Source: an optimization exercise on an open RTL-to-GDS flow (aim: small area, a short achievable clock period and few clock cycles per item). Production flows keep margins and buffers that such runs may drop. Only simulation tests tie the RTL to the original design; equivalence was not proved.

## main
// gtd_tone
module gtd_tone (
    input  wire         clk,
    input  wire         rst,             
    input  wire [15:0]  cfg_n,
    input  wire [2:0]   cfg_nt,
    input  wire [17:0]  cfg_coeff0,
    input  wire [17:0]  cfg_coeff1,
    input  wire [17:0]  cfg_coeff2,
    input  wire [17:0]  cfg_coeff3,
    input  wire         cfg_line_src,
    input  wire         cfg_slice_inv,
    input  wire         in_valid,
    output wire         in_ready,
    input  wire [15:0]  in_sample,
    input  wire         clear,
    output reg          res_valid,
    output reg          res_kind,
    output reg  [1:0]   res_sym,
    output reg          res_level,
    output reg          res_level_valid,
    output wire [255:0] res_power
);
export LEC_CHECK = 0
export ABC_AREA = 1
export CAP_MARGIN = 20
export CORE_MARGIN = 2
export CORE_UTILIZATION = 36
export PLACE_DENSITY = 0.5
export SLEW_MARGIN = 20
create_clock -name core_clock -period 20.0 [get_ports {clk}]
standard.sh (not shown) runs the stock make flow with config.mk's settings and CLKGATE_MAP_FILE= SYNTH_SCRIPT=/design/flow/synth_recipe.tcl, a recipe that flattens the netlist after the stock synthesis.
==> flow/flow/run.sh <==
#!/bin/bash
set -euo pipefail
bash standard.sh SETUP_SLACK_MARGIN=14 MATCH_CELL_FOOTPRINT=0 cts > standard_cts.log 2>&1
bash standard.sh MATCH_CELL_FOOTPRINT=0 finish > standard_finish.log 2>&1
main completed every stage of the flow, and the final layout passed the timing, design-rule and antenna checks.
Testbench counts of main, summed over its fixed seeds: cycles 11,792, samples 9,600.
Input-level comparison between the feature branch and main:
# main
export LEC_CHECK = 0
export ABC_AREA = 1
export CAP_MARGIN = 20
export CORE_MARGIN = 2
export CORE_UTILIZATION = 36
export PLACE_DENSITY = 0.5
export SLEW_MARGIN = 20
create_clock -name core_clock -period 20.0 [get_ports {clk}]
# the feature branch
export LEC_CHECK = 0
export ABC_AREA = 1
export CAP_MARGIN = 30
export CORE_MARGIN = 2
export CORE_UTILIZATION = 36
export PLACE_DENSITY = 0.5
export SLEW_MARGIN = 30
create_clock -name core_clock -period 20.0 [get_ports {clk}]
==> flow/flow/run.sh <==
#!/bin/bash
set -euo pipefail
bash standard.sh SETUP_SLACK_MARGIN=14 MATCH_CELL_FOOTPRINT=0 finish > standard.log 2>&1
--- outcome ---
Looking at endpoint of the most critical setup path, the res_level$_DFFE_PP_ result is from main; the s1_2[1]$_SDFFE_PP0P_ one comes from the feature branch. Slew at the pin closest to its max-slew limit: the feature branch vs main down 0.090 ns. In the feature branch, the setup slack came out 0.21 ns above the value in main. Any difference in met1 track demand over resource between the feature branch and main is small enough to ignore.

## old
Starting RTL as in the previous note.
Design gtd_tone, start of the top module:
module gtd_tone (
    input  wire         clk,
    input  wire         rst,             
    input  wire [15:0]  cfg_n,
    input  wire [2:0]   cfg_nt,
    input  wire [17:0]  cfg_coeff0,
    input  wire [17:0]  cfg_coeff1,
    input  wire [17:0]  cfg_coeff2,
    input  wire [17:0]  cfg_coeff3,
    input  wire         cfg_line_src,
    input  wire         cfg_slice_inv,
    input  wire         in_valid,
    output wire         in_ready,
    input  wire [15:0]  in_sample,
    input  wire         clear,
    output reg          res_valid,
    output reg          res_kind,
    output reg  [1:0]   res_sym,
    output reg          res_level,
    output reg          res_level_valid,
    output wire [255:0] res_power
);
    function [26:0] enc;
        input [17:0] v;
        input        f;
        integer i;
        reg [18:0] e;
        begin
            e = {v, 1'b0};
            for (i = 0; i < 9; i = i + 1) begin
                enc[i]      = e[2*i+1] ^ e[2*i];
                enc[9 + i]  = (e[2*i+2] & ~e[2*i+1] & ~e[2*i]) | (~e[2*i+2] & e[2*i+1] & e[2*i]);
                enc[18 + i] = e[2*i+2] ^ f;
            end
        end
    endfunction
    reg         rdy;
    reg  [15:0] wc;
  ...
export LEC_CHECK = 0
export ABC_AREA = 1
export CAP_MARGIN = 20
export CORE_MARGIN = 2
export CORE_UTILIZATION = 36
export PLACE_DENSITY = 0.5
export SLEW_MARGIN = 20
create_clock -name core_clock -period 20.0 [get_ports {clk}]
==> flow/flow/run.sh <==
#!/bin/bash
set -euo pipefail
bash standard.sh SETUP_SLACK_MARGIN=13.5 MATCH_CELL_FOOTPRINT=0 finish > standard.log 2>&1
old: PASS, flow complete, no timing, DRC or antenna violations
Testbench counts of old, summed over its fixed seeds: cycles 11,792, samples 9,600.
[inputs] new vs old
Settings: changing SLEW_MARGIN from 20 to 30; changing CAP_MARGIN from 20 to 30.
==> flow/flow/run.sh <==
#!/bin/bash
set -euo pipefail
bash standard.sh SETUP_SLACK_MARGIN=14 MATCH_CELL_FOOTPRINT=0 cts > standard_cts.log 2>&1
bash standard.sh MATCH_CELL_FOOTPRINT=0 finish > standard_finish.log 2>&1
Results
Between old and new, met2 usage in global routing is higher for new, old comes in under that.
Compared new vs old, and fmax is up in new.
new against old: count of non-CTS inverters in the layout comparable, total number of nets in the final design saw an increase.

## separate check: timing with driven ports
In the flow no input, the clock included, has a driving cell. The finished layouts below were timed again as built, in two steps.
Step 1 assumes that a clkbuf_16 drives the clock port and a buf_2 every other input.
Step 2 times the ports against the registers' clock, not the clock port: input delays grow and output delays shrink by t, the midpoint of the rising clock arrivals with the driver on.
a / b / c = no drivers / after step 1 / after step 2; a / b = the first two.
run | shift t [ns] | slack for setup (ns) | hold WS [ns] | slew at the worst register clock pin (ns)
main | 1.127 | 13.505 / 13.505 / 12.847 | 0.321 / 0.321 / 0.321 | 0.09 / 0.09
the feature branch | 1.111 | 13.718 / 13.718 / 12.874 | 0.393 / 0.393 / 0.393 | 0.09 / 0.09
old | 1.119 | 13.366 / 13.273 / 12.933 | 0.335 / 0.335 / 0.335 | 0.08 / 0.08
new | 1.109 | 13.396 / 13.396 / 12.838 | 0.386 / 0.386 / 0.386 | 0.09 / 0.09
After both steps every run listed still meets setup and hold. The setup slack of the feature branch, which loses most, moves by 0.000 ns with the drivers and by -0.844 ns with both steps.
